What follows belongs to an exercise in optimizing a design on an open flow for small area; a production flow would make more cautious choices. In this exercise RTL edits were held to simulation tests only and were not proved equivalent to the original. Power figures rest on the tool's default switching activity, not on a simulated workload.

--- flow/run.sh ---
#!/bin/bash
# synth_recipe.tcl (not shown) runs the flow's synth.tcl, then flattens the netlist and writes it again
# the make line also repeats each setting of config.mk as NAME=value (left out here)
make -C /OpenROAD-flow-scripts/flow DESIGN_CONFIG=/design/flow/config.mk WORK_HOME=/design/flow/orfs CLKGATE_MAP_FILE= SYNTH_SCRIPT=/design/flow/synth_recipe.tcl finish
--- flow/config.mk ---
export PLATFORM = sky130hd
export DESIGN_NAME = mansos_demod
export DESIGN_NICKNAME = mansos_demod
export VERILOG_FILES = /design/flow/design.v
export SDC_FILE = /design/flow/constraint.sdc
export NUM_CORES = 4
export LEC_CHECK = 0
export CAP_MARGIN = 20
export CORE_MARGIN = 2
export CORE_UTILIZATION = 40
export CTS_BUF_LIST = sky130_fd_sc_hd__clkbuf_8
export SLEW_MARGIN = 20
--- flow/constraint.sdc ---
create_clock -name core_clock -period 18.0 [get_ports {clk}]
set_input_delay 3.6000 -clock core_clock [delete_from_list [all_inputs] [get_ports {clk}]]
set_output_delay 3.6000 -clock core_clock [all_outputs]
set_load 0.01 [all_outputs]
--- flow/design.v ---
module mansos_demod (
    input  wire        clk,
    input  wire        rst,           
    input  wire        start,         
    output wire        raw_re,        
    output wire [7:0]  raw_addr,
    input  wire [7:0]  raw_rdata,
    output wire        busy,
    output reg         done,          
    output wire [2:0]  result,
    output wire [1:0]  halt_state,
    output wire [3:0]  bit_len,
    output wire [6:0]  bit_count,
    output wire        over,          
    output wire [3:0]  nbytes,
    output wire [63:0] frame_out
);
    localparam [1:0] S_PRE = 2'd0, S_DELIM = 2'd1, S_DATA = 2'd2;
    localparam [2:0] R_VALID = 3'd1, R_EXHAUSTED = 3'd2, R_BAD_DELIM = 3'd3,
                     R_LENGTH = 3'd5, R_CHECKSUM = 3'd6;
    reg [10:0] F;         
    reg [9:0]  sr;        
    reg [3:0]  sc;        
    reg        ph;        
    reg [2:0]  k;         
    reg [2:0]  bm;        
    reg [1:0]  st;        
    reg        dsub;      
    reg [3:0]  L;         
    reg [2:0]  A;         
    reg [6:0]  bi;        
    reg [47:0] acc;       
    reg [15:0] C;         
    reg        mm;        
    reg [2:0]  res;       
    wire running = (res == 3'd0);
    wire isdata  = st[1];
    assign busy       = running;
    assign result     = res;
    assign halt_state = st;
    assign bit_len    = isdata ? L : 4'd8;
    assign bit_count  = bi;
    wire   validated  = res[2] | ~res[1];
    assign nbytes     = validated ? bi[6:3] : 4'd0;
    assign over       = validated & ~(bi[6] & bi[4]);
    genvar gb, gi;
    generate
        for (gb = 0; gb < 6; gb = gb + 1) begin : g_fb
            for (gi = 0; gi < 8; gi = gi + 1) begin : g_fi
                assign frame_out[8*gb + 7 - gi] = acc[8*gb + gi];
            end
        end
    endgenerate
    assign frame_out[63:48] = C;
    assign raw_re   = running & ~(F[10] & F[9]);
    assign raw_addr = F[10:3];
    wire   smp      = raw_rdata[F[2:0]];
    wire [2:0] pc = {2'd0, sr[4]} + {2'd0, sr[5]} + {2'd0, sr[6]}
                  + {2'd0, sr[7]} + {2'd0, sr[8]} + {2'd0, sr[9]};
    wire [3:0] pc8  = {1'b0, pc} + {3'd0, sr[2]} + {3'd0, sr[3]};
    wire       vote = (pc8 >= 4'd4);
    wire       v    = (A > pc);
    wire       ovr  = ((A == 3'd6) && (&sr[9:4])) || ((A == 3'd0) && !(|sr[9:4]));
    wire scanning = (k != 3'd0);
    wire eval     = running & ~ph & ~scanning & (sc == 4'd0);    
    wire seval    = running & ~ph & scanning;                    
    wire sdone    = seval & (k == 3'd1);                         
    wire locked = A[2];
    wire pol    = ~A[2] | A[0];
    wire e      = isdata ? (scanning ? A[0] : v) : pol;
    wire [2:0] m = {2'd0, sr[0] ^ e} + {2'd0, sr[1] ^ e}
                 + {2'd0, ~(sr[2] ^ e)} + {2'd0, ~(sr[3] ^ e)};
    wire       better = eval | (m < bm);              
    wire [3:0] rem    = isdata ? (L - 4'd2) : 4'd6;    
    wire [2:0] bm_n   = better ? m : bm;               
    wire [3:0] sc_n   = better ? rem : sc;
    wire       edge_ok = (bm_n <= 3'd1);
    wire [4:0] jsum  = {1'b0, L} + {1'b0, sc_n} - 5'd2;
    wire [3:0] l_new = 4'd6 + {1'b0, jsum[4:2]};
    wire [3:0] sc_fin = sc_n + {1'b0, jsum[4:2]} - 4'd2;    
    wire [7:0] nbyte = {acc[41], acc[42], acc[43], acc[44], acc[45], acc[46], acc[47], v};
    reg  [15:0] crc8;
    integer i;
    always @* begin
        crc8 = C ^ {8'd0, nbyte};
        for (i = 0; i < 8; i = i + 1)
            crc8 = crc8[0] ? ((crc8 >> 1) ^ 16'h8408) : (crc8 >> 1);
    end
    wire ctap = C[{bi[3], ~bi[2:0]}];
    wire start_ok = start & ~running;
    wire exh_pre   = (F > 11'd1536);                  
    wire exh_delim = (F > 11'd1534);                  
    wire [5:0] fl  = {2'd0, F[3:0]} + {1'b0, L, 1'b0};  
    wire exh_data  = (F[10:4] > 7'd95) | ((F[10:4] == 7'd95) & (fl > 6'd20));
    wire store = eval & isdata & dsub & ~ovr;         
    reg       fin;
    reg [2:0] code;
    always @* begin
        fin  = 1'b0;
        code = R_EXHAUSTED;
        if (eval) begin
            case (st)
            S_PRE:   fin = exh_pre;
            S_DELIM: fin = 1'b0;
            default: begin
                if (!dsub) begin
                    fin = exh_data;
                end else if (ovr) begin
                    fin  = 1'b1;
                    code = (bi[6:3] != 4'd8) ? R_LENGTH : (mm ? R_CHECKSUM : R_VALID);
                end else begin
                    fin  = (bi == 7'd79);
                    code = R_LENGTH;
                end
            end
            endcase
        end else if (sdone && !isdata) begin
            fin = exh_delim | (~edge_ok & locked);
            if (!exh_delim) code = R_BAD_DELIM;
        end
    end
    always @(posedge clk) begin
        done <= fin & ~rst;
        if (start_ok)
            res <= 3'd0;
        else if (fin)
            res <= code;
        if (rst)
            res[2] <= 1'b1;
    end
    always @(posedge clk) begin
        if (start_ok) begin
            bi <= 7'd0;
            C  <= 16'd0;
            mm <= 1'b0;
        end else if (store) begin
            bi <= bi + 7'd1;
            if (!bi[6] && !(bi[5] && bi[4])) begin
                acc <= {v, acc[47:1]};
                if (bi[2:0] == 3'd7)
                    C <= crc8;
            end else if (bi[6:4] == 3'b011) begin
                mm <= mm | (v ^ ctap);
            end
        end
    end
    always @(posedge clk) begin
        if (start_ok) begin
            F    <= 11'd0;
            sc   <= 4'd8;
            ph   <= 1'b0;
            k    <= 3'd0;
            st   <= S_PRE;
            dsub <= 1'b0;
        end else if (running) begin
            if (ph) begin
                ph <= 1'b0;
                sr <= {smp, sr[9:1]};
                F  <= F + 11'd1;
                if (sc != 4'd0)
                    sc <= sc - 4'd1;
            end else if (scanning && !fin) begin
                k  <= k - 3'd1;
                bm <= bm_n;
                sc <= sc_n;
                if (k != 3'd1) begin
                    ph <= 1'b1;
                end else if (isdata) begin
                    dsub <= 1'b0;
                end else if (edge_ok) begin
                    if (!locked) begin
                        A <= 3'b100;
                        L <= 4'd0;
                    end else if (A[1:0] != 2'd3) begin
                        A[1:0] <= A[1:0] + 2'd1;
                        L      <= jsum[3:0];
                    end else begin
                        L  <= l_new;
                        st <= S_DATA;
                        sc <= sc_fin;
                    end
                end else begin
                    k  <= 3'd1;
                    bm <= 3'd2;
                    ph <= 1'b1;
                end
            end else if (sc != 4'd0) begin
                ph <= 1'b1;
            end else if (!fin) begin
                case (st)
                S_PRE: begin
                    if (vote) begin
                        st <= S_DELIM;
                        A  <= 3'd0;
                        sc <= 4'd6;
                    end else begin
                        sc <= 4'd8;
                    end
                end
                S_DELIM: begin
                    bm <= bm_n;
                    sc <= sc_n;
                    k  <= 3'd4;
                    ph <= 1'b1;
                end
                default: begin
                    if (!dsub) begin
                        A    <= pc;
                        sc   <= L;
                        dsub <= 1'b1;
                    end else begin
                        A[0] <= v;
                        bm   <= bm_n;
                        sc   <= sc_n;
                        k    <= 3'd4;
                        ph   <= 1'b1;
                    end
                end
                endcase
            end else if (store) begin
            end
        end
    end
endmodule
==> results of run 1 <==
## power breakdown
| part | switching (uW) | internal (uW) | leakage [uW] | total (uW) |
|---|---|---|---|---|
| clock | 117 | 123 | 0.000187 | 240 |
| sequential | 12.3 | 292 | 0.00102 | 304 |
| combinational | 87.6 | 65.3 | 0.00167 | 153 |
| total | 217 | 480 | 0.00287 | 697 |
## worst paths after layout
kind / start / endpoint / cells past startpoint
max: sr[4] / sc[3] / 34
min: acc[1] / acc[0] / 0
max reg2reg: sr[4] / sc[3] / 34
min reg2reg: acc[1] / acc[0] / 0
## stage by stage
step           util [%]  power [uW]  instance area [um^2]
2_1_floorplan         -         424                  6430
3_3_place_gp       48.3         456                  7640
3_5_place_dp       48.3         461                  7640
4_1_cts            50.7         702                  8030
5_1_grt            50.7         733                  8030
6_report           50.7         697                  8030
## cell type report
class,instances,area (um^2)
timing repair buffer,112,1110
clock buffer,17,234
fill,1459,7800
multi-input combinational,438,3080
tap,216,270
sequential,118,3040
clock inverter,15,155
inverter,39,146
## cell usage in the layout (no fill, tap or decap), drive strengths merged, types with 23 or more instances in the layout
cell type	n
nand2	63
inv	42
ha	34
edfxtp	68
clkdlybuf4s50	106
xor2	23
xnor2	26
nor2	52
a21oi	41
dfxtp	50
## registers in the layout (all words and copies together), names as in the netlist, 2 cells and up
name and flops:
A 3, C 16, F 11, L 4
acc 48, bi 7, bm 3, k 3
res 3, sc 4, sr 10, st 2
## routing by layer
layer | GRT usage [%] | vias up | wire length, um
li1 | - | 2431 | -
met2 | 32.4 | 175 | 7630
met3 | 5.05 | 37 | 804
met4 | 8.14 | 0 | 403
met1 | 24.4 | 2417 | 7430
met5 | 0 | - | 0
## cells by family (layout without fill, tap and decap cells)
family          after synthesis  count (layout)  synth area share (%)
simple gates                218             218                  17.0
flops                       118             118                  47.3
compound gates              117             117                  12.0
buf+inv                      71             183                  5.00
xor+xnor                     49              49                  6.67
fa+ha+maj                    42              42                  8.79
mux                          12              12                  3.27
## critical path, delay by kind of cell, from the launching register on
kind	cells	cell delay (ns)
buf+inv	4	0.23
fa+ha+maj	14	4.77
compound gates	7	1.57
simple gates	5	1.04
xor+xnor	4	0.82
flops	1	0.47
==> impl_metrics.tcl, run 1 <==
set metrics [dict create \
    yosysSeqAreaShare_pct 47.3 \
    cts_root_buf "clkbuf_8" \
    critPathCaptureType "flip-flop" \
    path_common_cell "ha_1" \
    worst_pin_slew_ns 0.798 \
    maxCapViolCount 0 \
    fin_crit_ns 9.04 \
    final_layout_size_suffix_gt1_share_pct 8.12 \
    tns_ns 0 \
    vias_per_cell 5.30 \
    skew_ns 0.00960 \
    leakagePower_uw 0.00287 \
    synthCells 627 \
    worst_slack_ns 8.96 \
    cts_resized 0 \
    area_delta_synth_final_pct 24.8 \
    syn_area_mm2 0.00643 \
    synthTopCellsByCount "edfxtp_1, nand2_1, nor2_1" \
    cts_setup_buffers 0 \
    grt_pass1_wl_um 25600 \
    arrival_ns 9.35 \
    dpl.cell_count 923 \
    setup_viol 0 \
    yosysMostFrequentCell "edfxtp_1" \
    synth_top_area_share_pct 31.7 \
    yosysTopAreaCell "edfxtp_1" \
    ios 107 \
    clk_latency_ns 0.44 \
    first_global_vias 4965 \
    timing.final.crit_share_pct 50.2 \
    htreeDepth 4 \
    yosys-top-cells-area "edfxtp_1, dfxtp_1, ha_1" \
    synth_nets 678 \
    cp.required_ns 18.32 \
    hold_viol 0 \
    gr-usage-all-layers_pct 19.6 \
    yosys_register_bits 118 \
    synthFlopType "edfxtp_1" \
    avgSynthCellArea_um2 10.3 \
    cp-start-kind "flip-flop" \
    synth_cell_type_count 67 \
    overflow 0 \
    preCtsSetupSlack_ns 9.11 \
    clkTransAtPathRegs_ns 0.07 \
    max-clock-path-buffers 2 \
    grt_max_degree 51 \
    relSlewSlack_pct 46.3 \
    antenna_cells 0 \
    cts_hold_buf 0 \
    async_flop_share_pct 0 \
    drtPass1Iterations 5 \
    max_freq_mhz 111 \
    drv_slew 0 \
    die_y_um 131 \
    clock-sinks 118 \
    core_area_mm2 0.0158 \
    critPathKind "reg2reg" \
    dieArea_mm2 0.0171 \
    stdcell_count 955 \
    slowest_delay_ns 0.56 \
    rows 46 \
    dp_hpwl_um 12000 \
    port_buffers 106 \
    rsz0062_at_grt "false" \
    cts_buffers 17 \
    wl_per_cell_um 17.0 \
    hold_class "reg2reg" \
    layout.nets 777 \
    crit_slowest_cell "fa_1" \
    peakVddDrop_v 0.0000545 \
    drt-initial-drc-count 265 \
    gp_congestion 0.959 \
    drcViolationCount 0 \
    cts_tree "built" \
    synth-edff-count 68 \
    cp_max_fo 7 \
    initial_utilization_pct 40.6 \
    routed_wl_um 16300 \
    antenna_found_initial 0 \
    status "finished clean" \
    powerDensity_mw_per_mm2 86.8 \
    regToRegSetupSlack_ns 8.96 \
    ant_nets 0 \
    holdWs_ns 0.449 \
    ys_warn_count 1 \
    die_w_um 131 \
    vias 5060 \
]
==> run 2: changes to the inputs <==
--- a/flow/config.mk
+++ b/flow/config.mk
@@ -9,4 +9,3 @@
 export CORE_MARGIN = 2
 export CORE_UTILIZATION = 40
-export CTS_BUF_LIST = sky130_fd_sc_hd__clkbuf_8
 export SLEW_MARGIN = 20
==> run 2 against run 1 <==
First-iteration DRC count rose by 22%. Synthesized cell count is the same. Sequential share of layout area fell by 0.88 points. Critical path depth unchanged. Critical path type unchanged. Count of clock-buffer cells in the layout up 1. Largest cell class unchanged. Still clean. Wire length fell by 0.20%.
==> impl_metrics.tcl, run 2 <==
set metrics [dict create \
    cp.required_ns 18.29 \
    rows 46 \
    clkTransAtPathRegs_ns 0.06 \
    cp-start-kind "flip-flop" \
    critPathKind "reg2reg" \
    regToRegSetupSlack_ns 9.01 \
    r2r-end "sc[3]" \
    ant_nets 0 \
    final_layout_size_suffix_gt1_share_pct 8.12 \
    clock-sinks 118 \
    yosys_register_bits 118 \
    critPathCaptureType "flip-flop" \
    status "finished clean" \
    cp_max_fo 7 \
    reg_top3 "acc x48, C x16, F x11" \
    synth_compound_area_share_pct 12.0 \
    port_buffers 106 \
    synth_top_family_by_area "simple AND/OR/NAND/NOR gates" \
    cts_buffers 17 \
    antenna_cells 0 \
    antenna_found_initial 0 \
    intPower_uw 562 \
    leakagePower_uw 0.00296 \
    skew_ns 0.00771 \
    initial_utilization_pct 40.6 \
    routed_wl_um 16200 \
    cts_tree "built" \
    yosys.area_share.simple_pct 17.0 \
    cts_setup_buffers 0 \
    peakVddDrop_v 0.0000679 \
    core_area_mm2 0.0158 \
    drcViolationCount 0 \
    layout.nets 777 \
    vias 5065 \
    maxCapViolCount 0 \
    startpoint "sr[4]" \
    largest_register_ffs 48 \
    power_frac_clock_pct 42.0 \
    combPwrFrac_pct 19.4 \
    max-clock-path-buffers 2 \
    total_power_uw 790 \
    r2r_start "sr[4]" \
    slowest_delay_ns 0.56 \
    first_global_vias 4965 \
    grt_max_degree 51 \
    path_delay_family "adder cells" \
    wl_per_cell_um 17.0 \
    ys_warn_count 1 \
    path_common_cell "ha_1" \
    yosysMostFrequentCell "edfxtp_1" \
    synthCells 627 \
    htreeDepth 4 \
    critPathCapture "sc[3]" \
    yosysTopAreaCell "edfxtp_1" \
    synth_top_area_share_pct 31.7 \
    rr_worst_depth 34 \
    synth.mux.area_fraction_pct 3.27 \
    clk_latency_ns 0.41 \
    synthFlopType "edfxtp_1" \
    fin_crit_ns 8.99 \
    tns_ns 0 \
    dieArea_mm2 0.0171 \
    crit_cells 34 \
    crit_slowest_cell "fa_1" \
    hold_viol 0 \
    synth_nets 678 \
    synthTopCellsByCount "edfxtp_1, nand2_1, nor2_1" \
    seq_power_share_pct 38.6 \
    overflow 0 \
    drv_slew 0 \
    dp_hpwl_um 12000 \
    ios 107 \
    cts_hold_buf 0 \
    async_flop_share_pct 0 \
    grt_pass1_wl_um 25700 \
    cts_resized 0 \
    avgSynthCellArea_um2 10.3 \
    swShare_pct 28.8 \
    synthXorXnorAreaFrac_pct 6.67 \
    die_y_um 131 \
    final_core_util_pct 51.9 \
    switchingPower_uw 228 \
    mostFrequentLayoutCell "clkdlybuf4s50_1" \
    max_freq_mhz 111 \
    rsz0062_at_grt "false" \
    arrival_ns 9.28 \
    synthAdderAreaFrac_pct 8.79 \
    synth-edff-count 68 \
    die_w_um 131 \
    hold_class "reg2reg" \
    setup_viol 0 \
    gp_congestion 0.959 \
    gr-usage-all-layers_pct 19.6 \
    timing.final.crit_share_pct 49.9 \
    timing.critical_path.buf_inv 4 \
    worst_pin_slew_ns 0.789 \
    area_delta_synth_final_pct 27.8 \
    regMostFlops "acc" \
    synth_cell_type_count 67 \
    powerDensity_mw_per_mm2 96.1 \
    dpl_cell_area_mm2 0.00764 \
    drtPass1Iterations 6 \
    drt-initial-drc-count 324 \
    yosys-top-cells-area "edfxtp_1, dfxtp_1, ha_1" \
    holdWs_ns 0.447 \
    syn_area_mm2 0.00643 \
    final_cell_mix "clkdlybuf4s50_1, edfxtp_1, nand2_1, nor2_1, dfxtp_1" \
    cts_root_buf "clkbuf_16" \
    relSlewSlack_pct 46.9 \
    yosysSeqAreaShare_pct 47.3 \
    vias_per_cell 5.30 \
    final_area_mm2 0.00822 \
]
-- run 2: cell counts after synthesis --
No cell type changed its count.
-- run 2: how the worst min path moves through the flow --
| stage | startpoint | endpoint | cells past startpoint |
|---|---|---|---|
| 2_1_floorplan | k[1] | k[1] | 2 |
| 3_3_place_gp | acc[29] | acc[28] | 0 |
| 3_5_place_dp | acc[1] | acc[0] | 0 |
| 4_1_cts | acc[1] | acc[0] | 0 |
| 5_1_grt | acc[25] | acc[24] | 0 |
| 6_report | acc[1] | acc[0] | 0 |
-- run 2: layer usage --
metal	global-route usage (%)	share of wire, %	vias up
met1	24.4	45	2425
li1	-	-	2433
met4	8.82	2.5	0
met2	32.4	47	169
met3	4.68	5.3	38
met5	0	0	-
-- run 2: kinds of logic after synthesis --
| family | after synthesis |
|---|---|
| AND/OR/NAND/NOR | 218 |
| flip-flops | 118 |
| AO/OA/AOI/OAI | 117 |
| buffers and inverters | 71 |
| XOR/XNOR | 49 |
| adder cells (fa/ha/maj) | 42 |
| multiplexers | 12 |
-- run 2: layout make-up --
cell class / count / area [um^2]
Tap cell: 216 / 270
Fill cell: 1434 / 7610
Multi-Input combinational cell: 438 / 3080
Sequential cell: 118 / 3040
Clock buffer: 18 / 429
Timing Repair Buffer: 112 / 1110
Clock inverter: 14 / 151
Inverter: 39 / 146
-- run 2: through the flow --
step | std cells | worst slack [ns]
floorplan | 627 | 9.91
detailed placement | 923 | 9.11
global route | 955 | 8.49
CTS | 955 | 9.09
global placement | 923 | 9.45
finish | 955 | 9.01
-- run 2: power groups by stage --
stage               Clock, uW  Sequential, uW  Combinational [uW]
floorplan                   0             304                 120
global placement            0             310                 146
detailed placement          0             310                 152
CTS                       337             304                 152
global route              351             306                 170
finish                    332             305                 154
==> run 3: changes to the inputs <==
--- a/flow/config.mk
+++ b/flow/config.mk
@@ -8,4 +8,7 @@
 export CAP_MARGIN = 20
 export CORE_MARGIN = 2
-export CORE_UTILIZATION = 40
+export CORE_UTILIZATION = 60
+export CTS_BUF_LIST = sky130_fd_sc_hd__clkbuf_8
+export CTS_CLUSTER_DIAMETER = 150
+export CTS_CLUSTER_SIZE = 30
 export SLEW_MARGIN = 20
==> run 3 against run 2 <==
Synthesized cell count unchanged. Combinational power about the same. Still clean. Sequential share of layout area is 1.3 points higher. Critical path depth stayed put. Critical endpoint unchanged. Final area is 3.3% lower. Worst hold slack better by 0.0044 ns.
==> impl_metrics.tcl, run 3 <==
set metrics [dict create \
    regMostFlops "acc" \
    tns_ns 0 \
    yosysTopAreaCell "edfxtp_1" \
    timing.critical_path.buf_inv 4 \
    final_layout_size_suffix_gt1_share_pct 7.87 \
    antenna_found_initial 0 \
    synthTopCellsByCount "edfxtp_1, nand2_1, nor2_1" \
    fin_crit_ns 9.07 \
    area_delta_synth_final_pct 23.5 \
    wl_met2_um 7490 \
    htreeDepth 4 \
    setup_viol 0 \
    grt_pass1_wl_um 25300 \
    routed-wl-met3_um 1250 \
    relSlewSlack_pct 39.0 \
    first_global_vias 4996 \
    yosys.area_share.simple_pct 17.0 \
    synth-edff-count 68 \
    seq_power_share_pct 42.5 \
    cp.required_ns 18.33 \
    gp_congestion 0.942 \
    ios 107 \
    intPower_uw 506 \
    synth_cell_type_count 67 \
    synth_top_family_by_area "simple AND/OR/NAND/NOR gates" \
    maxCapViolCount 0 \
    die_y_um 108 \
    hold_viol 0 \
    dp_hpwl_um 11500 \
    clkTransAtPathRegs_ns 0.07 \
    dr.max_layer_used "met4" \
    timing.final.crit_share_pct 50.4 \
    final_cell_mix "clkdlybuf4s50_1, edfxtp_1, nand2_1, nor2_1, dfxtp_1" \
    layout.nets 775 \
    rsz0062_at_grt "false" \
    ys_warn_count 1 \
    combPwrFrac_pct 21.4 \
    vias_per_cell 5.98 \
    cts_hold_buf 0 \
    routed_wl_um 15700 \
    synthFlopType "edfxtp_1" \
    async_flop_share_pct 0 \
    path_common_cell "ha_1" \
    port_buffers 106 \
    cp-start-kind "flip-flop" \
    cts_tree "built" \
    synthXorXnorAreaFrac_pct 6.67 \
    powerDensity_mw_per_mm2 90.3 \
    antenna_cells 0 \
    leakagePower_uw 0.00289 \
    cts_buffers 17 \
    core_area_mm2 0.0104 \
    synth_compound_area_share_pct 12.0 \
    peakVddDrop_v 0.0000836 \
    drv_slew 0 \
    yosys_register_bits 118 \
    cp_max_fo 7 \
    largest_register_ffs 48 \
    hold_class "reg2reg" \
    synthAdderAreaFrac_pct 8.79 \
    cts_resized 0 \
    yosysMostFrequentCell "edfxtp_1" \
    cts_setup_buffers 0 \
    drcViolationCount 0 \
    syn_area_mm2 0.00643 \
    synth_top_area_share_pct 31.7 \
    slowest_delay_ns 0.56 \
    wl_met1_um 6630 \
    clk_latency_ns 0.45 \
    holdWs_ns 0.451 \
    skew_ns 0.0108 \
    reg_top3 "acc x48, C x16, F x11" \
    worst_pin_slew_ns 0.907 \
    die_w_um 108 \
    clock-sinks 118 \
    max_freq_mhz 110 \
    ant_nets 0 \
    power_frac_clock_pct 36.1 \
    synth_nets 678 \
    switchingPower_uw 212 \
    cts_root_buf "clkbuf_8" \
    rows 37 \
    synth.mux.area_fraction_pct 3.27 \
    synthCells 627 \
    gr-usage-all-layers_pct 28.6 \
    avgSynthCellArea_um2 10.3 \
    total_power_uw 718 \
    path_delay_family "adder cells" \
    drtPass1Iterations 6 \
    critPathKind "reg2reg" \
    yosysSeqAreaShare_pct 47.3 \
    initial_utilization_pct 62.0 \
    dieArea_mm2 0.0116 \
    yosys-top-cells-area "edfxtp_1, dfxtp_1, ha_1" \
    arrival_ns 9.40 \
    vias 5220 \
    wl_per_cell_um 18.0 \
    mostFrequentLayoutCell "clkdlybuf4s50_1" \
    critPathCaptureType "flip-flop" \
    drt-initial-drc-count 356 \
    swShare_pct 29.6 \
    max-clock-path-buffers 2 \
    overflow 0 \
    grt_max_degree 51 \
    crit_slowest_cell "fa_1" \
    status "finished clean" \
]
## run 3: layout make-up
type / count / area, um^2
fill: 741 / 2420
timing repair buffer: 110 / 1090
multi-input combinational: 438 / 3080
clock buffer: 17 / 234
tap: 136 / 170
clock inverter: 15 / 188
sequential: 118 / 3040
inverter: 39 / 146
## run 3: logic make-up after synthesis
family	Yosys count
simple gates	218
flops	118
compound gates	117
buf+inv	71
xor+xnor	49
fa+ha+maj	42
mux	12
## run 3: path summary, 6_finish.rpt
path	startpoint	endpoint	slack, ns	depth (start not counted)
setup / recovery	sr[4]	sc[3]	8.93	34
hold / removal	acc[38]	acc[37]	0.45	0
setup reg to reg	sr[4]	sc[3]	8.93	34
hold reg to reg	acc[38]	acc[37]	0.45	0
## run 3: per-stage QoR
step                setup slack (ns)  instances  util, %  cell area (um^2)
global placement                9.48        841     72.6              7530
detailed placement              8.99        841     72.6              7530
floorplan                       9.91        627        -              6430
finish                          8.93        873     76.6              7950
CTS                             8.96        873     76.6              7950
global route                    8.33        873     76.6              7950
## run 3: layer usage
metal / GRT usage [%] / up-vias
met5: 0 / -
li1: - / 2426
met4: 12.2 / 0
met1: 37.6 / 2490
met3: 6.84 / 38
met2: 45.2 / 266
## run 3: power by group through the flow
stage	sequential [uW]	combinational [uW]	clock (uW)
after floorplan	304	120	0
after global placement	310	145	0
after detailed placement	310	151	0
after CTS	305	152	263
after global routing	306	172	274
final	305	154	259
==> run 4: changes to the inputs <==
==> flow/flow/run.sh (new file) <==
#!/bin/bash
# The standard layout (standard.sh: standard synthesis, floorplan, place,
# CTS, route, finish), with one change: the port buffers that global
# placement inserts on every input and output use sky130_fd_sc_hd__buf_1
# instead of the cell buffer_ports picks by default.
set -euo pipefail
export BUFFER_PORTS_ARGS="-buffer_cell sky130_fd_sc_hd__buf_1"
bash standard.sh > standard.log 2>&1
==> flow/standard.sh (new file) <==
#!/bin/bash
# synth_recipe.tcl (not shown) runs the flow's synth.tcl, then flattens the netlist and writes it again
# the make line also repeats each setting of config.mk as NAME=value (left out here)
make -C /OpenROAD-flow-scripts/flow DESIGN_CONFIG=/design/flow/config.mk WORK_HOME=/design/flow/orfs CLKGATE_MAP_FILE= SYNTH_SCRIPT=/design/flow/synth_recipe.tcl "${@:-finish}"
--- a/flow/config.mk
+++ b/flow/config.mk
@@ -8,7 +8,4 @@
 export CAP_MARGIN = 20
 export CORE_MARGIN = 2
-export CORE_UTILIZATION = 60
-export CTS_BUF_LIST = sky130_fd_sc_hd__clkbuf_8
-export CTS_CLUSTER_DIAMETER = 150
-export CTS_CLUSTER_SIZE = 30
+export CORE_UTILIZATION = 40
 export SLEW_MARGIN = 20
removed: flow/run.sh
==> run 4 against run 3 <==
First-iteration DRC count grew 11%. Critical path type unchanged. Synthesized cell count stayed put. Largest power group is now the clock network. Still clean. Largest cell class unchanged. Fmax increased by 2.2%. Highest routed layer unchanged.
==> impl_metrics.tcl, run 4 <==
set metrics [dict create \
    cp-start-kind "flip-flop" \
    layout.nets 777 \
    leakagePower_uw 0.00268 \
    reg_top3 "acc x48, C x16, F x11" \
    startpoint "sr[4]" \
    drv_slew 0 \
    core_area_mm2 0.0158 \
    gp_congestion 0.950 \
    power_frac_clock_pct 40.7 \
    r2r_start "sr[4]" \
    worst_pin_slew_ns 0.909 \
    cts_buffers 17 \
    final_layout_size_suffix_gt1_share_pct 7.98 \
    arrival_ns 9.18 \
    antenna_cells 0 \
    synth.mux.area_fraction_pct 3.27 \
    path_common_cell "ha_1" \
    routed_wl_um 15500 \
    rr_worst_depth 35 \
    gr-usage-all-layers_pct 19.0 \
    worstHoldStart "acc[28]" \
    timing.final.crit_share_pct 49.3 \
    area_delta_synth_final_pct 16.9 \
    initial_utilization_pct 40.6 \
    yosys_register_bits 118 \
    yosysTopAreaCell "edfxtp_1" \
    cts_tree "built" \
    synth-edff-count 68 \
    die_y_um 131 \
    crit_slowest_cell "fa_1" \
    yosysMostFrequentCell "edfxtp_1" \
    port_buffers 106 \
    syn_area_mm2 0.00643 \
    intPower_uw 545 \
    final_core_util_pct 47.5 \
    mostFrequentLayoutCell "buf_1" \
    peakVddDrop_v 0.0000610 \
    regMostFlops "acc" \
    yosysSeqAreaShare_pct 47.3 \
    clock-sinks 118 \
    cp.required_ns 18.30 \
    hold_viol 0 \
    combPwrFrac_pct 19.7 \
    overflow 0 \
    tns_ns 0 \
    max_freq_mhz 113 \
    htreeDepth 4 \
    switchingPower_uw 224 \
    vias 5085 \
    cts_resized 0 \
    yosys-top-cells-area "edfxtp_1, dfxtp_1, ha_1" \
    register_area_mm2 0.00304 \
    skew_ns 0.0105 \
    drtPass1Iterations 5 \
    clkTransAtPathRegs_ns 0.06 \
    synth_top_family_by_area "simple AND/OR/NAND/NOR gates" \
    rows 46 \
    grt_pass1_wl_um 25200 \
    ys_warn_count 1 \
    hold_depth 0 \
    die_w_um 131 \
    cp_max_fo 5 \
    slowest_delay_ns 0.56 \
    multiInputGateArea_mm2 0.00308 \
    cts_root_buf "clkbuf_16" \
    ios 107 \
    synth_nets 678 \
    dieArea_mm2 0.0171 \
    setup_viol 0 \
    wl_per_cell_um 16.3 \
    seq_power_share_pct 39.6 \
    synth_top_area_share_pct 31.7 \
    cts_setup_buffers 0 \
    rsz0062_at_grt "false" \
    antenna_found_initial 0 \
    final_cell_mix "buf_1, edfxtp_1, nand2_1, nor2_1, dfxtp_1" \
    first_global_vias 4952 \
    async_flop_share_pct 0 \
    maxCapViolCount 0 \
    relSlewSlack_pct 38.9 \
    hold_class "reg2reg" \
    synth_compound_area_share_pct 12.0 \
    fillers 1515 \
    yosys.area_share.simple_pct 17.0 \
    avgSynthCellArea_um2 10.3 \
    largest_register_ffs 48 \
    worst_slack_ns 9.12 \
    synth_cell_type_count 67 \
    fin_crit_ns 8.88 \
    status "finished clean" \
    synthXorXnorAreaFrac_pct 6.67 \
    regToRegSetupSlack_ns 9.12 \
    synthFlopType "edfxtp_1" \
    grt_max_degree 51 \
    preCtsSetupSlack_ns 9.15 \
    dp_hpwl_um 11500 \
    critPathKind "reg2reg" \
    max-clock-path-buffers 2 \
    vias_per_cell 5.32 \
    powerDensity_mw_per_mm2 102 \
    drt-initial-drc-count 394 \
    synthAdderAreaFrac_pct 8.79 \
    drcViolationCount 0 \
    clk_latency_ns 0.42 \
    synthTopCellsByCount "edfxtp_1, nand2_1, nor2_1" \
    cts_hold_buf 0 \
    swShare_pct 29.1 \
    synthCells 627 \
    ant_nets 0 \
    critPathCaptureType "flip-flop" \
]
-- run 4: cell counts after synthesis --
Identical to the previous run, type by type.
-- run 4: worst paths after layout --
| kind | to |
|---|---|
| setup / recovery | sc[3] |
| hold / removal | acc[27] |
| setup reg to reg | sc[3] |
| hold reg to reg | acc[27] |
-- run 4: cell families after synthesis --
family	after synthesis
AOI/OAI and AO/OA	117
xor gates and xnor gates	49
adders and majority gates	42
buffers and inverters	71
DFF	118
muxes	12
and+or+nand+nor	218
-- run 4: metrics by stage --
stage               cell area (um^2)  total power [uW]  hold slack (ns)  cells
floorplan                       6430               424            0.432    627
global placement                6980               453            0.437    923
detailed placement              6980               460            0.429    923
CTS                             7520               774            0.448    955
global route                    7520               808            0.452    955
finish                          7520               769            0.448    955
-- run 4: layer usage --
layer	part of all wire (%)	up-vias	wire [um]	global-route usage [%]
met4	2.5	0	390	8.32
met2	46	199	7200	31.6
met5	0	-	0	0
met1	44	2423	6910	23.6
met3	6.7	33	1040	4.85
li1	-	2430	-	-
-- run 4: final cells by class --
| type | instances | area share [%] |
|---|---|---|
| multi-input combinational | 438 | 40.9 |
| sequential | 118 | 40.5 |
| timing repair buffer | 112 | 5.89 |
| clock buffer | 19 | 5.76 |
| tap | 216 | 3.59 |
| inverter | 39 | 1.95 |
| clock inverter | 13 | 1.43 |
-- run 4: critical path: cells and delay by family (launching register included) --
family / cells / cell delay, ns
adders and majority gates: 14 / 4.81
AOI/OAI and AO/OA: 8 / 1.68
xor gates and xnor gates: 4 / 0.79
and+or+nand+nor: 4 / 0.77
DFF: 1 / 0.45
buffers and inverters: 5 / 0.28
-- run 4: power by group through the flow --
stage / Clock [uW] / Sequential, uW / Combinational (uW)
4_1_cts: 318 / 304 / 151
5_1_grt: 333 / 306 / 169
2_1_floorplan: 0 / 304 / 120
6_report: 313 / 305 / 151
3_3_place_gp: 0 / 310 / 144
3_5_place_dp: 0 / 310 / 151
==> run 5: changes to the inputs <==
--- a/flow/design.v
+++ b/flow/design.v
@@ -7,5 +7,5 @@
     input  wire [7:0]  raw_rdata,
     output wire        busy,
-    output reg         done,          
+    output wire        done,          
     output wire [2:0]  result,
     output wire [1:0]  halt_state,
@@ -16,5 +16,5 @@
     output wire [63:0] frame_out
 );
-    localparam [1:0] S_PRE = 2'd0, S_DELIM = 2'd1, S_DATA = 2'd2;
+    localparam [1:0] S_PRE = 2'd0, S_DELIM = 2'd1, S_D0 = 2'd2, S_D1 = 2'd3;
     localparam [2:0] R_VALID = 3'd1, R_EXHAUSTED = 3'd2, R_BAD_DELIM = 3'd3,
                      R_LENGTH = 3'd5, R_CHECKSUM = 3'd6;
@@ -26,5 +26,4 @@
     reg [2:0]  bm;        
     reg [1:0]  st;        
-    reg        dsub;      
     reg [3:0]  L;         
     reg [2:0]  A;         
@@ -36,7 +35,9 @@
     wire running = (res == 3'd0);
     wire isdata  = st[1];
+    wire dsub    = st[0];
     assign busy       = running;
     assign result     = res;
-    assign halt_state = st;
+    assign halt_state = {st[1], st[0] & ~st[1]};
+    assign done       = ~running & ph;
     assign bit_len    = isdata ? L : 4'd8;
     assign bit_count  = bi;
@@ -103,5 +104,5 @@
             S_PRE:   fin = exh_pre;
             S_DELIM: fin = 1'b0;
-            default: begin
+            default: begin   
                 if (!dsub) begin
                     fin = exh_data;
@@ -121,5 +122,4 @@
     end
     always @(posedge clk) begin
-        done <= fin & ~rst;
         if (start_ok)
             res <= 3'd0;
@@ -152,7 +152,8 @@
             k    <= 3'd0;
             st   <= S_PRE;
-            dsub <= 1'b0;
         end else if (running) begin
-            if (ph) begin
+            if (fin) begin
+                ph <= 1'b1;              
+            end else if (ph) begin
                 ph <= 1'b0;
                 sr <= {smp, sr[9:1]};
@@ -160,5 +161,5 @@
                 if (sc != 4'd0)
                     sc <= sc - 4'd1;
-            end else if (scanning && !fin) begin
+            end else if (scanning) begin
                 k  <= k - 3'd1;
                 bm <= bm_n;
@@ -167,5 +168,5 @@
                     ph <= 1'b1;
                 end else if (isdata) begin
-                    dsub <= 1'b0;
+                    st <= S_D0;
                 end else if (edge_ok) begin
                     if (!locked) begin
@@ -177,5 +178,5 @@
                     end else begin
                         L  <= l_new;
-                        st <= S_DATA;
+                        st <= S_D0;
                         sc <= sc_fin;
                     end
@@ -187,5 +188,5 @@
             end else if (sc != 4'd0) begin
                 ph <= 1'b1;
-            end else if (!fin) begin
+            end else begin
                 case (st)
                 S_PRE: begin
@@ -208,5 +209,5 @@
                         A    <= pc;
                         sc   <= L;
-                        dsub <= 1'b1;
+                        st   <= S_D1;
                     end else begin
                         A[0] <= v;
@@ -218,7 +219,10 @@
                 end
                 endcase
-            end else if (store) begin
-            end
-        end
+            end
+        end else begin
+            ph <= 1'b0;
+        end
+        if (rst)
+            ph <= 1'b0;
     end
 endmodule
==> flow/flow/run.sh (replaced) <==
#!/bin/bash
# The standard layout (standard.sh: standard synthesis, floorplan, place,
# CTS, route, finish) with two changes:
#  - the port buffers that global placement puts on every input and output
#    use sky130_fd_sc_hd__buf_1 instead of the cell buffer_ports picks;
#  - clock tree synthesis uses clkbuf_8 buffers and inserts no dummy loads.
set -euo pipefail
export BUFFER_PORTS_ARGS="-buffer_cell sky130_fd_sc_hd__buf_1"
export CTS_ARGS="-sink_clustering_enable -repair_clock_nets -dont_use_dummy_load -buf_list sky130_fd_sc_hd__clkbuf_8"
bash standard.sh > standard.log 2>&1
==> run 5 against run 4 <==
Final cell count fell by 4.3%. Die area grew 0.28%. Sequential cell count fell by 2. Sequential power grew 3%. Clock skew is 0.012 ns higher. Count of clock-buffer cells in the layout shrank 2. Wire length shrank 5.0%. Non-clock buffer count fell by 5. Critical path depth down 2. Worst hold slack worse by 0.00099 ns. Final area is 4.5% lower. Critical path type unchanged.
==> impl_metrics.tcl, run 5 <==
set metrics [dict create \
    ant_nets 0 \
    critPathCaptureType "flip-flop" \
    timing.final.crit_share_pct 52.9 \
    cp.required_ns 18.31 \
    vias_per_cell 5.32 \
    r2r_start "sr[7]" \
    intPower_uw 485 \
    power_frac_clock_pct 22.2 \
    switchingPower_uw 277 \
    overflow 0 \
    total_power_uw 762 \
    regMostFlops "acc" \
    core_area_mm2 0.0158 \
    routed_wl_um 14800 \
    rows 46 \
    clock-sinks 116 \
    cts_root_buf "clkbuf_8" \
    vias 4864 \
    ys_warn_count 1 \
    grt_pass1_wl_um 23300 \
    status "finished clean" \
    antenna_found_initial 0 \
    swShare_pct 36.4 \
    yosysMostFrequentCell "edfxtp_1" \
    async_flop_share_pct 0 \
    hold_viol 0 \
    rsz0062_at_grt "false" \
    combPwrFrac_pct 36.4 \
    reg_top3 "acc x48, C x16, F x11" \
    stdcell_count 914 \
    maxCapViolCount 0 \
    preCtsSetupSlack_ns 8.54 \
    clkTransAtPathRegs_ns 0.06 \
    dpl.cell_count 897 \
    fin_crit_ns 9.52 \
    initial_utilization_pct 40.8 \
    worst_slack_ns 8.48 \
    hold_class "reg2reg" \
    slowest_delay_ns 0.69 \
    clk_latency_ns 0.44 \
    cp-start-kind "flip-flop" \
    die_w_um 131 \
    relSlewSlack_pct 30.4 \
    avgSynthCellArea_um2 10.7 \
    syn_area_mm2 0.00645 \
    wl_per_cell_um 16.2 \
    synthTopCellsByCount "edfxtp_1, nor2_1, nand2_1" \
    die_y_um 131 \
    final_layout_size_suffix_gt1_share_pct 8.31 \
    seq_power_share_pct 41.3 \
    tns_ns 0 \
    crit_slowest_cell "or4_2" \
    area_delta_synth_final_pct 11.3 \
    worstHoldStart "acc[27]" \
    skew_ns 0.0229 \
    final_core_util_pct 45.4 \
    drv_slew 0 \
    synth_nets 655 \
    gr-usage-all-layers_pct 17.7 \
    synth_cell_type_count 80 \
    rr_worst_depth 33 \
    setup_viol 0 \
    drtPass1Iterations 4 \
    antenna_cells 0 \
    port_buffers 106 \
    yosysSeqAreaShare_pct 46.5 \
    synthCells 605 \
    cp_max_fo 9 \
    powerDensity_mw_per_mm2 106 \
    cts_hold_buf 0 \
    dp_hpwl_um 10900 \
    final_cell_mix "buf_1, edfxtp_1, nor2_1, nand2_1, dfxtp_1" \
    htreeDepth 4 \
    worst_pin_slew_ns 1.04 \
    mostFrequentLayoutCell "buf_1" \
    max_freq_mhz 105 \
    max-clock-path-buffers 2 \
    cts_setup_buffers 0 \
    leakagePower_uw 0.00250 \
    synth-edff-count 68 \
    startpoint "sr[7]" \
    drcViolationCount 0 \
    gp_congestion 0.905 \
    synthFlopType "edfxtp_1" \
    cts_tree "built" \
    cts_resized 0 \
    cts_buffers 17 \
    grt_max_degree 51 \
    critPathKind "reg2reg" \
    peakVddDrop_v 0.0000761 \
    path_common_cell "ha_1" \
    yosys_register_bits 116 \
    drt-initial-drc-count 267 \
    yosys-top-cells-area "edfxtp_1, dfxtp_1, ha_1" \
    first_global_vias 4559 \
    dieArea_mm2 0.0172 \
    ios 107 \
    synth_top_area_share_pct 31.6 \
    largest_register_ffs 48 \
    arrival_ns 9.83 \
    layout.nets 750 \
    hold_depth 0 \
    yosysTopAreaCell "edfxtp_1" \
]
-- run 5: cell types whose count changed in the layout (fill, tap and decap cells not counted), moves of 6 or more --
| cell | change |
|---|---|
| a21oi_1 | -8 |
| nor2_1 | +8 |
| clkbuf_8 | +17 |
| nand2_1 | -8 |
| nor2b_1 | -6 |
| o21ai_0 | -9 |
| a211oi_1 | +7 |
| o211ai_1 | -6 |
| clkbuf_16 | -17 |
| nand3_1 | -10 |
-- run 5: through the flow --
step	hold WS [ns]	cell area, um^2
2_1_floorplan	0.460	6450
3_3_place_gp	0.432	6940
3_5_place_dp	0.433	6940
4_1_cts	0.447	7180
5_1_grt	0.455	7180
6_report	0.447	7180
-- run 5: logic make-up (layout without fill, tap and decap cells) --
group	Yosys count	count (layout)	share of synthesized area (%)
xor+xnor	50	50	7.12
fa+ha+maj	41	41	8.57
compound gates	107	107	12.1
simple gates	202	202	16.4
mux	17	17	4.05
buf+inv	72	165	5.25
flops	116	116	46.5
-- run 5: worst paths after layout --
kind,slack [ns],end
max reg2reg,8.48,sc[3]
min reg2reg,0.45,acc[26]
min,0.45,acc[26]
max,8.48,sc[3]
-- run 5: critical path: cells and delay by family (launching register included) --
| family | cells | cell delay [ns] |
|---|---|---|
| mux | 1 | 0.37 |
| buf+inv | 5 | 0.30 |
| simple gates | 5 | 1.49 |
| flops | 1 | 0.49 |
| compound gates | 5 | 1.31 |
| fa+ha+maj | 14 | 4.84 |
| xor+xnor | 3 | 0.61 |
-- run 5: metal layers --
layer  wire length, um  global-route usage [%]  vias to the layer above
met1              6850                    23.6                     2351
met3               892                    5.13                       21
met5                 0                       0                        -
met4               204                    5.94                        0
met2              6830                    27.6                      151
li1                  -                       -                     2341
-- run 5: area by class of cell --
type / instances / area (um^2)
inverters: 41 / 154
well taps: 216 / 270
multi-input cells: 417 / 3110
flip-flops and latches: 116 / 3000
repair buffers: 107 / 405
clock buffers: 17 / 234
fillers: 1498 / 8650
-- run 5: power by group through the flow --
stage,Sequential [uW],Clock (uW),Combinational (uW)
final,315,169,278
after global routing,317,185,309
after CTS,314,176,274
after detailed placement,320,0,272
after global placement,320,0,265
after floorplan,311,0,222
==> run 6: changes to the inputs <==
--- a/flow/design.v
+++ b/flow/design.v
@@ -92,7 +92,7 @@
     wire exh_pre   = (F > 11'd1536);                  
     wire exh_delim = (F > 11'd1534);                  
-    wire [5:0] fl  = {2'd0, F[3:0]} + {1'b0, L, 1'b0};  
-    wire exh_data  = (F[10:4] > 7'd95) | ((F[10:4] == 7'd95) & (fl > 6'd20));
-    wire store = eval & isdata & dsub & ~ovr;         
+    wire [4:0] fl  = {1'b0, F[3:0]} + {1'b0, L};      
+    wire exh_data  = (F[10:4] > 7'd95) | ((F[10:4] == 7'd95) & (fl > 5'd20));
+    wire store = eval & isdata & dsub & ~ovr & ~exh_data;    
     reg       fin;
     reg [2:0] code;
@@ -106,5 +106,7 @@
             default: begin   
                 if (!dsub) begin
-                    fin = exh_data;
+                    fin = 1'b0;
+                end else if (exh_data) begin
+                    fin = 1'b1;
                 end else if (ovr) begin
                     fin  = 1'b1;
==> run 6 against run 5 <==
Still clean on timing, DRC and antenna. First-iteration DRC count rose by 23%. Count of clock-buffer cells in the layout stayed put. Non-clock buffer count grew 4. Sequential share of layout area up 0.48 points. Worst setup slack improved by 0.54 ns. Critical endpoint unchanged.
==> impl_metrics.tcl, run 6 <==
set metrics [dict create \
    status "finished clean" \
    antenna_found_initial 0 \
    overflow 0 \
    yosys.area_share.simple_pct 16.1 \
    cp-start-kind "flip-flop" \
    tns_ns 0 \
    final_layout_size_suffix_gt1_share_pct 6.52 \
    mostFrequentLayoutCell "buf_1" \
    slowest_delay_ns 0.57 \
    first_global_vias 4656 \
    yosysMostFrequentCell "edfxtp_1" \
    synth-edff-count 68 \
    ios 107 \
    critPathKind "reg2reg" \
    intPower_uw 446 \
    area_delta_synth_final_pct 12.4 \
    max_freq_mhz 111 \
    multiInputGateArea_mm2 0.00303 \
    routed_wl_um 15100 \
    grt_max_degree 49 \
    synth.mux.area_fraction_pct 3.72 \
    cts_buffers 17 \
    vias_per_cell 5.25 \
    fin_crit_ns 8.98 \
    total_power_uw 661 \
    powerDensity_mw_per_mm2 93.1 \
    maxCapViolCount 0 \
    dp_hpwl_um 11000 \
    peakVddDrop_v 0.0000466 \
    gp_congestion 0.853 \
    setup_viol 0 \
    dieArea_mm2 0.0168 \
    synth_nets 663 \
    switchingPower_uw 215 \
    synthFlopType "edfxtp_1" \
    cts_tree "built" \
    reg_top3 "acc x48, C x16, F x11" \
    ant_nets 0 \
    arrival_ns 9.26 \
    synth_top_area_share_pct 32.3 \
    fillers 1516 \
    critPathCaptureType "flip-flop" \
    synthTopCellsByCount "edfxtp_1, nand2_1, nor2_1" \
    port_buffers 106 \
    timing.final.crit_share_pct 49.9 \
    rows 45 \
    yosys-top-cells-area "edfxtp_1, dfxtp_1, ha_1" \
    regMostFlops "acc" \
    synthAdderAreaFrac_pct 8.64 \
    leakagePower_uw 0.00257 \
    drv_slew 0 \
    antenna_cells 0 \
    hold_class "reg2reg" \
    drtPass1Iterations 5 \
    power_frac_clock_pct 25.8 \
    cts_root_buf "clkbuf_8" \
    synthCells 612 \
    worst_pin_slew_ns 0.881 \
    cts_setup_buffers 0 \
    hold_viol 0 \
    yosys_register_bits 116 \
    largest_register_ffs 48 \
    ys_warn_count 1 \
    relSlewSlack_pct 40.8 \
    drcViolationCount 0 \
    clkTransAtPathRegs_ns 0.07 \
    grt_pass1_wl_um 24000 \
    die_w_um 130 \
    synthXorXnorAreaFrac_pct 6.93 \
    rsz0062_at_grt "false" \
    cp_max_fo 9 \
    crit_slowest_cell "fa_1" \
    synth_cell_type_count 70 \
    cts_hold_buf 0 \
    cp.required_ns 18.28 \
    clock-sinks 116 \
    seq_power_share_pct 46.2 \
    gr-usage-all-layers_pct 18.3 \
    async_flop_share_pct 0 \
    max-clock-path-buffers 2 \
    skew_ns 0.0197 \
    core_area_mm2 0.0153 \
    avgSynthCellArea_um2 10.3 \
    combPwrFrac_pct 28.0 \
    synth_top_family_by_area "simple AND/OR/NAND/NOR gates" \
    swShare_pct 32.5 \
    die_y_um 130 \
    htreeDepth 4 \
    register_area_mm2 0.00300 \
    layout.nets 759 \
    initial_utilization_pct 41.2 \
    path_common_cell "ha_1" \
    drt-initial-drc-count 328 \
    clk_latency_ns 0.43 \
    yosysTopAreaCell "edfxtp_1" \
    syn_area_mm2 0.00631 \
    final_cell_mix "buf_1, edfxtp_1, nand2_1, nor2_1, dfxtp_1" \
    synth_compound_area_share_pct 12.4 \
    holdWs_ns 0.444 \
    vias 4813 \
    yosysSeqAreaShare_pct 47.6 \
    wl_per_cell_um 16.4 \
    cts_resized 0 \
]
## run 6: cell types whose count changed after synthesis, moves of 5 or more
| cell | previous run | this run |
|---|---|---|
| nand2_1 | 54 | 65 |
| nor2_1 | 60 | 50 |
| a21oi_1 | 33 | 42 |
| clkbuf_1 | 14 | 23 |
| a211oi_1 | 13 | 5 |
| inv_1 | 41 | 34 |
| nand2b_1 | 3 | 9 |
| xor2_1 | 23 | 29 |
| buf_4 | 14 | 9 |
| nor2b_1 | 4 | 9 |
## run 6: final timing paths
check | slack (ns) | end | startpoint | cells past startpoint
min | 0.44 | acc[38] | acc[39] | 0
max reg2reg | 9.02 | sc[3] | sr[4] | 34
min reg2reg | 0.44 | acc[38] | acc[39] | 0
max | 9.02 | sc[3] | sr[4] | 34
## run 6: power by group through the flow
stage / Combinational, uW / Clock (uW) / Sequential (uW)
finish: 185 / 171 / 305
global route: 210 / 185 / 307
CTS: 184 / 176 / 305
detailed placement: 182 / 0 / 311
global placement: 179 / 0 / 311
floorplan: 147 / 0 / 303
## run 6: per-stage QoR
stage                     worst slack (ns)  utilization [%]  area (um^2)  instances
after floorplan                      10.07                -         6310        612
after global placement                9.43             44.8         6860        900
after detailed placement              9.06             44.8         6860        900
after CTS                             9.01             46.3         7090        917
after global routing                  8.46             46.4         7100        917
final                                 9.02             46.4         7100        917
## run 6: cell type report
class | count | area share (%)
sequential | 116 | 42.3
tap | 211 | 3.72
inverter | 35 | 1.85
clock buffer | 17 | 3.30
multi-input combinational | 427 | 42.7
timing repair buffer | 111 | 6.13
## run 6: logic make-up after synthesis
family,after synthesis
AO/OA/AOI/OAI,115
multiplexers,18
AND/OR/NAND/NOR,204
buffers and inverters,69
XOR/XNOR,50
adder cells (fa/ha/maj),40
flip-flops,116
## run 6: worst max-delay path: cells and delay by family (launching register included)
family                     cells  cell delay (ns)
adders and majority gates     12             4.06
DFF                            1             0.46
AOI/OAI and AO/OA              8             1.97
xor gates and xnor gates       4             0.93
buffers and inverters          4             0.21
and+or+nand+nor                6             1.24
## run 6: per-layer routing
metal / vias to the layer above / wire, um / track usage, % / share of wire [%]
met3: 19 / 687 / 4.13 / 4.6
met1: 2305 / 7100 / 25.4 / 47
met2: 137 / 7060 / 28.5 / 47
li1: 2352 / - / - / -
met4: 0 / 211 / 6.33 / 1.4
met5: - / 0 / 0 / 0
==> run 7: changes to the inputs <==
==> flow/flow/run.sh (replaced) <==
#!/bin/bash
# The standard layout (standard.sh: standard synthesis, floorplan, place,
# CTS, route, finish) with two changes:
#  - the port buffers that global placement puts on every input and output
#    use sky130_fd_sc_hd__buf_1 instead of the cell buffer_ports picks;
#  - clock tree synthesis uses clkbuf_4 buffers and inserts no dummy loads.
set -euo pipefail
export BUFFER_PORTS_ARGS="-buffer_cell sky130_fd_sc_hd__buf_1"
export CTS_ARGS="-sink_clustering_enable -repair_clock_nets -dont_use_dummy_load -buf_list sky130_fd_sc_hd__clkbuf_4"
bash standard.sh > standard.log 2>&1
==> run 7 against run 6 <==
Still clean on timing, DRC and antenna. Area after synthesis is the same. Sequential cell count is the same. Register-to-register slack is essentially flat. Via count grew 0.60%. Clock power shrank 27%. Non-clock buffer count is the same. Synthesized cell count is the same. Critical path depth is the same. Final area shrank 1.4%. First-iteration DRC count shrank 3.4%. Die area is the same. Highest routed layer unchanged.
==> impl_metrics.tcl, run 7 <==
set metrics [dict create \
    final_area_mm2 0.00700 \
    first_global_vias 4665 \
    cp.required_ns 18.37 \
    relSlewSlack_pct 39.5 \
    hold_viol 0 \
    path_common_cell "ha_1" \
    layout.nets 759 \
    vias_per_cell 5.27 \
    dieArea_mm2 0.0168 \
    port_buffers 106 \
    rows 45 \
    skew_ns 0.0273 \
    synthTopCellsByCount "edfxtp_1, nand2_1, nor2_1" \
    holdWs_ns 0.446 \
    cp_max_fo 9 \
    yosys_register_bits 116 \
    maxCapViolCount 0 \
    syn_area_mm2 0.00631 \
    cp-start-kind "flip-flop" \
    avgSynthCellArea_um2 10.3 \
    fillers 1533 \
    peakVddDrop_v 0.0000410 \
    gp_congestion 0.853 \
    dp_hpwl_um 11000 \
    crit_slowest_cell "fa_1" \
    grt_pass1_wl_um 23800 \
    ant_nets 0 \
    mostFrequentLayoutCell "buf_1" \
    rsz0062_at_grt "false" \
    final_layout_size_suffix_gt1_share_pct 6.52 \
    synth_cell_type_count 70 \
    yosysSeqAreaShare_pct 47.6 \
    final_cell_mix "buf_1, edfxtp_1, nand2_1, nor2_1, dfxtp_1" \
    critPathKind "reg2reg" \
    critPathCaptureType "flip-flop" \
    total_power_uw 613 \
    routed_wl_um 15000 \
    cts_buffers 17 \
    core_area_mm2 0.0153 \
    cts_root_buf "clkbuf_4" \
    leakagePower_uw 0.00253 \
    arrival_ns 9.36 \
    drv_slew 0 \
    tns_ns 0 \
    reg_top3 "acc x48, C x16, F x11" \
    synthFlopType "edfxtp_1" \
    hold_class "reg2reg" \
    drt-initial-drc-count 317 \
    synth_top_area_share_pct 32.3 \
    max_freq_mhz 111 \
    cts_tree "built" \
    ys_warn_count 1 \
    cts_resized 0 \
    fin_crit_ns 8.98 \
    largest_register_ffs 48 \
    cts_setup_buffers 0 \
    dpl.cell_count 900 \
    yosysMostFrequentCell "edfxtp_1" \
    ios 107 \
    antenna_found_initial 1 \
    drtPass1Iterations 6 \
    wl_per_cell_um 16.3 \
    slowest_delay_ns 0.57 \
    stdcell_count 919 \
    htreeDepth 4 \
    status "finished clean" \
    vias 4842 \
    clock-sinks 116 \
    initial_utilization_pct 41.2 \
    synth_nets 663 \
    regMostFlops "acc" \
    powerDensity_mw_per_mm2 87.6 \
    setup_viol 0 \
    cts_hold_buf 0 \
    synth-edff-count 68 \
    yosys-top-cells-area "edfxtp_1, dfxtp_1, ha_1" \
    timing.final.crit_share_pct 49.9 \
    drcViolationCount 0 \
    area_delta_synth_final_pct 10.8 \
    async_flop_share_pct 0 \
    dpl_cell_area_mm2 0.00686 \
    overflow 0 \
    clkTransAtPathRegs_ns 0.10 \
    synthCells 612 \
    die_y_um 130 \
    gr-usage-all-layers_pct 18.2 \
    clk_latency_ns 0.53 \
    yosysTopAreaCell "edfxtp_1" \
    max-clock-path-buffers 2 \
    grt_max_degree 49 \
    worst_pin_slew_ns 0.901 \
    die_w_um 130 \
]
[run 7: cell counts after synthesis]
No cell type changed its count.
[run 7: kinds of logic after synthesis]
family	Yosys count	share of synthesized area, %
AO/OA/AOI/OAI	115	12.4
XOR/XNOR	50	6.93
buffers and inverters	69	4.66
adder cells (fa/ha/maj)	40	8.64
flip-flops	116	47.6
AND/OR/NAND/NOR	204	16.1
multiplexers	18	3.73
[run 7: through the flow]
stage | worst slack, ns | util (%)
6_report | 9.02 | 45.7
5_1_grt | 8.45 | 45.7
4_1_cts | 9.01 | 45.6
3_5_place_dp | 9.06 | 44.8
3_3_place_gp | 9.43 | 44.8
2_1_floorplan | 10.07 | -
[run 7: layout make-up]
type | instances | area, um^2 | share of cell area [%]
Multi-Input combinational cell | 427 | 3030 | 43.3
Clock buffer | 17 | 128 | 1.82
Tap cell | 211 | 264 | 3.77
Sequential cell | 116 | 3000 | 42.9
Inverter | 35 | 131 | 1.88
Antenna cell | 2 | 5.00 | 0.0715
Timing Repair Buffer | 111 | 435 | 6.22
[run 7: where the power goes]
| part | switching, uW | internal [uW] | leakage (uW) | total (uW) |
|---|---|---|---|---|
| logic | 112 | 72.2 | 0.00145 | 184 |
| registers | 14.6 | 290 | 0.00100 | 305 |
| clock network | 81.0 | 43.0 | 0.0000782 | 124 |
| total | 207 | 405 | 0.00253 | 613 |
[run 7: worst paths after layout]
| path | to | slack, ns | start | cells past startpoint |
|---|---|---|---|---|
| worst min register to register | acc[23] | 0.45 | acc[24] | 0 |
| worst min-delay path | acc[23] | 0.45 | acc[24] | 0 |
| worst max-delay path | sc[3] | 9.02 | sr[4] | 34 |
| worst max register to register | sc[3] | 9.02 | sr[4] | 34 |
[run 7: layer usage]
metal	track usage [%]	vias to the layer above	share of wire, %
li1	-	2366	-
met5	0	-	0
met1	25.3	2323	46
met2	28.2	133	47
met3	3.92	20	4.8
met4	6.45	0	1.7
[run 7: worst max-delay path: cells and delay by family, from the launching register on]
kind / cells / cell delay (ns)
adders and majority gates: 12 / 4.04
buffers and inverters: 4 / 0.21
and+or+nand+nor: 6 / 1.24
xor gates and xnor gates: 4 / 0.93
AOI/OAI and AO/OA: 8 / 1.97
DFF: 1 / 0.47
==> run 8: changes to the inputs <==
--- a/flow/design.v
+++ b/flow/design.v
@@ -77,7 +77,7 @@
     wire [3:0] sc_n   = better ? rem : sc;
     wire       edge_ok = (bm_n <= 3'd1);
-    wire [4:0] jsum  = {1'b0, L} + {1'b0, sc_n} - 5'd2;
-    wire [3:0] l_new = 4'd6 + {1'b0, jsum[4:2]};
-    wire [3:0] sc_fin = sc_n + {1'b0, jsum[4:2]} - 4'd2;    
+    wire       lfin  = ~A[2] & A[1];                        
+    wire       lcnt  = ~isdata & ~scanning & ((A[2] & (A[1] | A[0]) & (sc > 4'd2)) | lfin);
+    wire [2:0] lq    = A[0] ? {1'b0, L[3:2]} : 3'd4;        
     wire [7:0] nbyte = {acc[41], acc[42], acc[43], acc[44], acc[45], acc[46], acc[47], v};
     reg  [15:0] crc8;
@@ -163,4 +163,9 @@
                 if (sc != 4'd0)
                     sc <= sc - 4'd1;
+                if (lcnt) begin
+                    L <= L + 4'd1;
+                    if (L == 4'd15)
+                        A[0] <= 1'b0;
+                end
             end else if (scanning) begin
                 k  <= k - 3'd1;
@@ -177,9 +182,7 @@
                     end else if (A[1:0] != 2'd3) begin
                         A[1:0] <= A[1:0] + 2'd1;
-                        L      <= jsum[3:0];
-                    end else begin
-                        L  <= l_new;
-                        st <= S_D0;
-                        sc <= sc_fin;
+                    end else begin
+                        A  <= 3'b011;
+                        sc <= sc_n - 4'd2;
                     end
                 end else begin
@@ -202,8 +205,14 @@
                 end
                 S_DELIM: begin
-                    bm <= bm_n;
-                    sc <= sc_n;
-                    k  <= 3'd4;
-                    ph <= 1'b1;
+                    if (lfin) begin
+                        L  <= 4'd6 + {1'b0, lq};
+                        sc <= {1'b0, lq};
+                        st <= S_D0;
+                    end else begin
+                        bm <= bm_n;
+                        sc <= sc_n;
+                        k  <= 3'd4;
+                        ph <= 1'b1;
+                    end
                 end
                 default: begin
==> run 8 against run 7 <==
First-iteration DRC count rose by 32%. Power decreased by 27%. Area after synthesis fell by 0.55%. Final area shrank 1.5%. Register-to-register slack better by 1.9 ns. Worst setup slack better by 1.9 ns. Via count fell by 0.99%. Global-route usage decreased by 0.86 points. Sequential power shrank 6.9%. Critical path depth fell by 11. Worst hold slack hardly changed. Utilization is 0.53 points lower. Largest power group unchanged. Highest routed layer unchanged.
==> impl_metrics.tcl, run 8 <==
set metrics [dict create \
    yosys-top-cells-area "edfxtp_1, dfxtp_1, ha_1" \
    arrival_ns 7.23 \
    crit_slowest_cell "nor4_1" \
    die_w_um 129 \
    status "finished clean" \
    yosysSeqAreaShare_pct 47.8 \
    yosysTopAreaCell "edfxtp_1" \
    vias_per_cell 5.35 \
    hold_viol 0 \
    switchingPower_uw 109 \
    wl_per_cell_um 16.1 \
    yosys_register_bits 116 \
    first_global_vias 4463 \
    swShare_pct 24.3 \
    grt_max_degree 48 \
    drcViolationCount 0 \
    relSlewSlack_pct 30.6 \
    syn_area_mm2 0.00628 \
    maxCapViolCount 0 \
    clkTransAtPathRegs_ns 0.10 \
    synth.mux.area_fraction_pct 5.42 \
    worst_pin_slew_ns 1.04 \
    critical_path.cell_chain "inv_1 -> fa_1 -> fa_1 -> inv_1 -> ha_1 -> fa_1 -> inv_1 -> maj3_1 -> a22o_1 -> a211oi_1 -> a31oi_1 -> xnor2_1 -> ha_1 -> ha_1 -> ha_1 -> ha_1 -> nand2_1 -> o21ai_1 -> nand2_1 -> mux2_2 -> o22a_1 -> nand2_2 -> nor4_1" \
    area_delta_synth_final_pct 9.74 \
    antenna_found_initial 1 \
    clock-sinks 116 \
    cts_tree "built" \
    initial_utilization_pct 41.2 \
    combPwrFrac_pct 8.9 \
    fillers 1454 \
    ios 107 \
    intPower_uw 339 \
    drt-initial-drc-count 418 \
    tns_ns 0 \
    gr-usage-all-layers_pct 17.4 \
    vias 4794 \
    max_freq_mhz 141 \
    synthXorXnorAreaFrac_pct 5.86 \
    timing.final.crit_share_pct 39.5 \
    synthFlopType "edfxtp_1" \
    final_layout_size_suffix_gt1_share_pct 9.06 \
    gp_congestion 0.916 \
    rsz0062_at_grt "false" \
    multiInputGateArea_mm2 0.00296 \
    final_cell_mix "buf_1, edfxtp_1, nor2_1, dfxtp_1, nand2_1" \
    power_frac_clock_pct 27.6 \
    synthAdderAreaFrac_pct 7.01 \
    drv_slew 0 \
    fin_crit_ns 7.11 \
    skew_ns 0.0311 \
    seq_power_share_pct 63.5 \
    path_common_cell "ha_1" \
    yosys.area_share.simple_pct 17.3 \
    stdcell_count 896 \
    layout.nets 729 \
    rows 45 \
    total_power_uw 447 \
    largest_register_ffs 48 \
    synth_compound_area_share_pct 11.3 \
    reg_top3 "acc x48, C x16, F x11" \
    regMostFlops "acc" \
    setup_viol 0 \
    max-clock-path-buffers 2 \
    routed_wl_um 14400 \
    register_area_mm2 0.00300 \
    synthCells 594 \
    mostFrequentLayoutCell "buf_1" \
    ant_nets 0 \
    overflow 0 \
    slowest_delay_ns 0.72 \
    cts_hold_buf 0 \
    synth-edff-count 68 \
    dpl.cell_count 878 \
    hold_class "reg2reg" \
    avgSynthCellArea_um2 10.6 \
    cp-start-kind "flip-flop" \
    cp.required_ns 18.12 \
    synthTopCellsByCount "edfxtp_1, nor2_1, dfxtp_1" \
    synth_top_area_share_pct 32.5 \
    cts_resized 0 \
    critPathKind "reg2reg" \
    htreeDepth 4 \
    core_area_mm2 0.0153 \
    cts_setup_buffers 0 \
    synth_top_family_by_area "simple AND/OR/NAND/NOR gates" \
    synth_cell_type_count 69 \
    ys_warn_count 1 \
    port_buffers 106 \
    yosysMostFrequentCell "edfxtp_1" \
    leakagePower_uw 0.00232 \
    peakVddDrop_v 0.0000281 \
    async_flop_share_pct 0 \
    cts_root_buf "clkbuf_4" \
    synth_nets 637 \
    drtPass1Iterations 5 \
    dp_hpwl_um 10500 \
    clk_latency_ns 0.51 \
    dieArea_mm2 0.0167 \
    powerDensity_mw_per_mm2 64.9 \
    critPathCaptureType "flip-flop" \
    cts_buffers 17 \
    die_y_um 129 \
    grt_pass1_wl_um 22400 \
    cp_max_fo 14 \
]
run 8: cell count changes in the layout (fill, tap and decap cells not counted), sizes merged, moves of 4 or more:
cell / before / now
a21o: 4 / 0
mux2i: 10 / 16
nand2b: 9 / 15
a21oi: 42 / 32
xnor2: 21 / 28
a211oi: 5 / 14
xor2: 29 / 14
nor2: 50 / 67
ha: 34 / 28
o21ai: 15 / 25
a31oi: 9 / 5
inv: 35 / 27
nor2b: 9 / 5
nand2: 65 / 45
run 8: worst paths after layout:
kind              slack, ns  cells after the start     end   start
hold reg to reg        0.45                      0  acc[6]  acc[7]
setup / recovery      10.89                     23    L[0]   sr[5]
hold / removal         0.45                      0  acc[6]  acc[7]
setup reg to reg      10.89                     23    L[0]   sr[5]
run 8: area by class of cell:
cell class | count | share of cell area (%)
flip-flops and latches | 116 | 43.6
multi-input cells | 413 | 42.9
repair buffers | 110 | 6.21
well taps | 211 | 3.83
clock buffers | 17 | 1.85
inverters | 28 | 1.60
diodes | 1 | 0.0363
run 8: critical path, delay by kind of cell, from the launching register on:
kind | cells | cell delay (ns)
xor+xnor | 1 | 0.19
fa+ha+maj | 9 | 3.09
flops | 1 | 0.41
mux | 1 | 0.40
simple gates | 4 | 1.29
compound gates | 5 | 1.09
buf+inv | 3 | 0.25
run 8: logic make-up after synthesis:
family                   count (synthesis)
AND/OR/NAND/NOR                        208
flip-flops                             116
AO/OA/AOI/OAI                          105
buffers and inverters                   65
XOR/XNOR                                42
adder cells (fa/ha/maj)                 33
multiplexers                            25
run 8: power groups by stage:
stage / sequential [uW] / combinational, uW / clock (uW)
after CTS: 284 / 39.6 / 130
after detailed placement: 290 / 39.5 / 0
after global placement: 290 / 38.3 / 0
after global routing: 284 / 44.4 / 141
final: 284 / 39.7 / 123
after floorplan: 289 / 31.3 / 0
run 8: layer usage:
metal  vias up  global-route usage (%)  share of wire, %
li1       2293                       -                 -
met5         -                       0                 0
met4         0                    7.99               2.9
met3        41                    5.45               6.5
met2       179                    26.7                45
met1      2281                    22.4                46
run 8: through the flow:
| stage | cell area [um^2] | hold WS [ns] | utilization (%) | setup WS (ns) |
|---|---|---|---|---|
| 2_1_floorplan | 6280 | 0.435 | - | 11.81 |
| 3_3_place_gp | 6760 | 0.437 | 44.3 | 11.17 |
| 3_5_place_dp | 6760 | 0.432 | 44.3 | 10.90 |
| 4_1_cts | 6890 | 0.449 | 45.1 | 10.87 |
| 5_1_grt | 6890 | 0.462 | 45.2 | 10.43 |
| 6_report | 6890 | 0.445 | 45.2 | 10.89 |

-- separate check: timing with driven ports --
The results above use ideal ports. As a check the final layouts listed here were re-extracted and re-timed, cells and wires unchanged. Step 1 sets driving cells, clkbuf_16 on the clock port and buf_2 on the other inputs (assumed; they add their load-dependent delay and slew). Step 2 moves the port delays by t, midway between the first and last clock arrival at a register: inputs arrive t later, outputs are due t later. That takes back most of the time a late clock gives input paths. a / b / c = no drivers / after step 1 / after step 2; a / b = the first two.
run	shift t [ns]	setup slack, ns	worst setup path at the end
run 1	0.475	8.964 / 8.964 / 8.964	register to register
run 2	0.455	9.012 / 9.012 / 9.012	register to register
run 3	0.474	8.928 / 8.928 / 8.928	register to register
run 4	0.460	9.119 / 9.119 / 9.119	register to register
run 5	0.463	8.479 / 8.479 / 8.479	register to register
run 6	0.462	9.021 / 9.021 / 9.021	register to register
run 7	0.554	9.016 / 9.016 / 9.016	register to register
run 8	0.530	10.894 / 10.894 / 10.894	register to register
After both steps setup and hold are still met in every run listed.
